Background: an optimization exercise with open tools, aiming at a short achievable clock period and few clock cycles. Do not read the settings as production practice. Function was checked by simulation only, so behaviour that the tests miss may differ from the original.

## lcp_engine
module lcp_engine #(
    parameter integer TICKS_PER_SECOND = 4,
    parameter integer TXQ_DEPTH        = 4,
    parameter integer RPTQ_DEPTH       = 8,
    parameter [0:0]   RST_ROLE         = 1'b0,
    parameter [23:0]  RST_LINKTO       = 24'd8,
    parameter [23:0]  RST_POLLTO       = 24'd200,
    parameter [23:0]  RST_RESPTO       = 24'd16,
    parameter [7:0]   RST_RETRY        = 8'd2,
    parameter [15:0]  RST_GAPADJ       = 16'd0
) (
    input  wire         clk,
    input  wire         rst,           
    input  wire         ev_valid,
    input  wire [31:0]  ev_data,
    output wire         ev_ready,
    input  wire [7:0]   rd_addr,
    output reg  [31:0]  rd_data,
    output wire         tx_valid,      
    output wire         tx_ready,      
    output wire [5:0]   tx_len,        
    output wire [143:0] tx_data,       
    output wire         rpt_valid,     
    output wire [31:0]  rpt_data,      
    output wire         irq
);
    localparam [31:0] POWERUP_TICKS = 5 * TICKS_PER_SECOND;
    localparam [1:0] LS_PU = 2'd0, LS_AWAIT = 2'd1, LS_ACTIVE = 2'd2, LS_FAILED = 2'd3;
    localparam [2:0] FC_POLL = 3'd1, FC_RESP = 3'd2, FC_DOWN = 3'd3, FC_CLOSED = 3'd4;
    localparam [7:0] RC_STATE = 8'h01, RC_CKSUM = 8'h10, RC_TYPE = 8'h11, RC_LEN = 8'h12,
                     RC_MTO = 8'h13, RC_INCOMP = 8'h14, RC_TFAULT = 8'h20, RC_BITCHG = 8'h30,
                     RC_IOOR = 8'h31, RC_LENMM = 8'h32, RC_LOCAL = 8'h33, RC_RESPTO = 8'h40,
                     RC_POLLTO = 8'h41, RC_UNEXP = 8'h50, RC_ILLEGAL = 8'h60, RC_CFGREJ = 8'h61,
                     RC_TXOVF = 8'h70;
    localparam [2:0] FT_ALL = 3'b001, FT_RECALL = 3'b100, FT_UPDATE = 3'b111;
    localparam [143:0] RECALL_FRAME = {128'd0, 8'h80, 8'h80};
    localparam [3:0] S_IDLE    = 4'd0,
                     S_SRSTATE = 4'd1,   
                     S_T3      = 4'd2,
                     S_T3B     = 4'd3,
                     S_T4      = 4'd4,
                     S_EMIT    = 4'd5,   
  ...
Size: roughly 22,000 cells after synthesis, about 2,300 flip-flops, roughly 260 I/O pins, about 0.18 sq mm of cells after synthesis.
Settings: LEC_CHECK=0, ABC_CLOCK_PERIOD_IN_PS=1000, CAP_MARGIN=40, CORE_MARGIN=2, CORE_UTILIZATION=22, PLACE_DENSITY=0.4, SETUP_SLACK_MARGIN=2.5, SLEW_MARGIN=20; clock period 10.0 ns.
standard.sh (not shown) runs the stock make flow with config.mk's settings and CLKGATE_MAP_FILE= SYNTH_SCRIPT=/design/flow/synth_recipe.tcl, a recipe that flattens the netlist after the stock synthesis.
==> flow/flow/run.sh <==
#!/bin/bash
# Layout flow: the standard flow (standard synthesis included, unchanged),
# allowing more rounds of the post-route antenna repair than ORFS's default 5,
# so that the routed layout ends with no antenna violations, on all 16 CPUs.
# Each stage's full output goes to a log file of its own in the work folder.
set -euo pipefail
cd "$(dirname "$0")/.."
bash standard.sh NUM_CORES=16 synth > flow_synth.log 2>&1
bash standard.sh NUM_CORES=16 floorplan > flow_floorplan.log 2>&1
bash standard.sh NUM_CORES=16 place > flow_place.log 2>&1
bash standard.sh NUM_CORES=16 cts > flow_cts.log 2>&1
bash standard.sh NUM_CORES=16 MAX_REPAIR_ANTENNAS_ITER_DRT=12 route > flow_route.log 2>&1
bash standard.sh NUM_CORES=16 MAX_REPAIR_ANTENNAS_ITER_DRT=12 finish > flow_finish.log 2>&1
Testbench counts at the start, summed over its fixed seeds: cycles 13,164.
Rerun with:
==> flow/run.sh (new file) <==
#!/bin/bash
# synth_recipe.tcl (not shown) runs the flow's synth.tcl, then flattens the netlist and writes it again
# the make line also repeats each setting of config.mk as NAME=value (left out here)
make -C /OpenROAD-flow-scripts/flow DESIGN_CONFIG=/design/flow/config.mk WORK_HOME=/design/flow/orfs CLKGATE_MAP_FILE= SYNTH_SCRIPT=/design/flow/synth_recipe.tcl finish
--- a/flow/config.mk
+++ b/flow/config.mk
@@ -9,6 +9,6 @@
 export CAP_MARGIN = 40
 export CORE_MARGIN = 2
-export CORE_UTILIZATION = 22
-export PLACE_DENSITY = 0.4
-export SETUP_SLACK_MARGIN = 2.5
+export CORE_UTILIZATION = 25
+export PLACE_DENSITY = 0.45
+export SETUP_SLACK_MARGIN = 4.5
 export SLEW_MARGIN = 20
removed: flow/flow/run.sh
removed: flow/standard.sh
This time the run aborted during 5_1_grt.
Synthesized area is unchanged.
Synthesized cell count stays the same.
Rerun with:
--- a/flow/config.mk
+++ b/flow/config.mk
@@ -9,6 +9,6 @@
 export CAP_MARGIN = 40
 export CORE_MARGIN = 2
-export CORE_UTILIZATION = 25
-export PLACE_DENSITY = 0.45
+export CORE_UTILIZATION = 45
+export PLACE_DENSITY = 0.7
 export SETUP_SLACK_MARGIN = 4.5
 export SLEW_MARGIN = 20
Effect: The new run failed in 5_1_grt, error GRT-0116. Synthesized area is unchanged. Synthesized cell count is unchanged.

[port drivers added, routing unchanged]
The results above use ideal ports. As a check the final layout listed here was re-extracted and re-timed, cells and wires unchanged. Step 1 assumes that a clkbuf_16 drives the clock port and a buf_2 every other input. Step 2 moves the port delays by t, midway between the first and last clock arrival at a register: inputs arrive t later, outputs are due t later. That takes back most of the time a late clock gives input paths. Slacks: ideal ports / drivers / drivers and shift; pairs: ideal ports / drivers.
run: the first run
t (ns): 1.252
slack for setup (ns): 1.949 / 1.949 / 1.040
worst setup path after step 2: input to register
After both steps the first run still meets setup and hold. The setup slack of the first run moves by 0.000 ns with the drivers and by -0.909 ns with both steps.
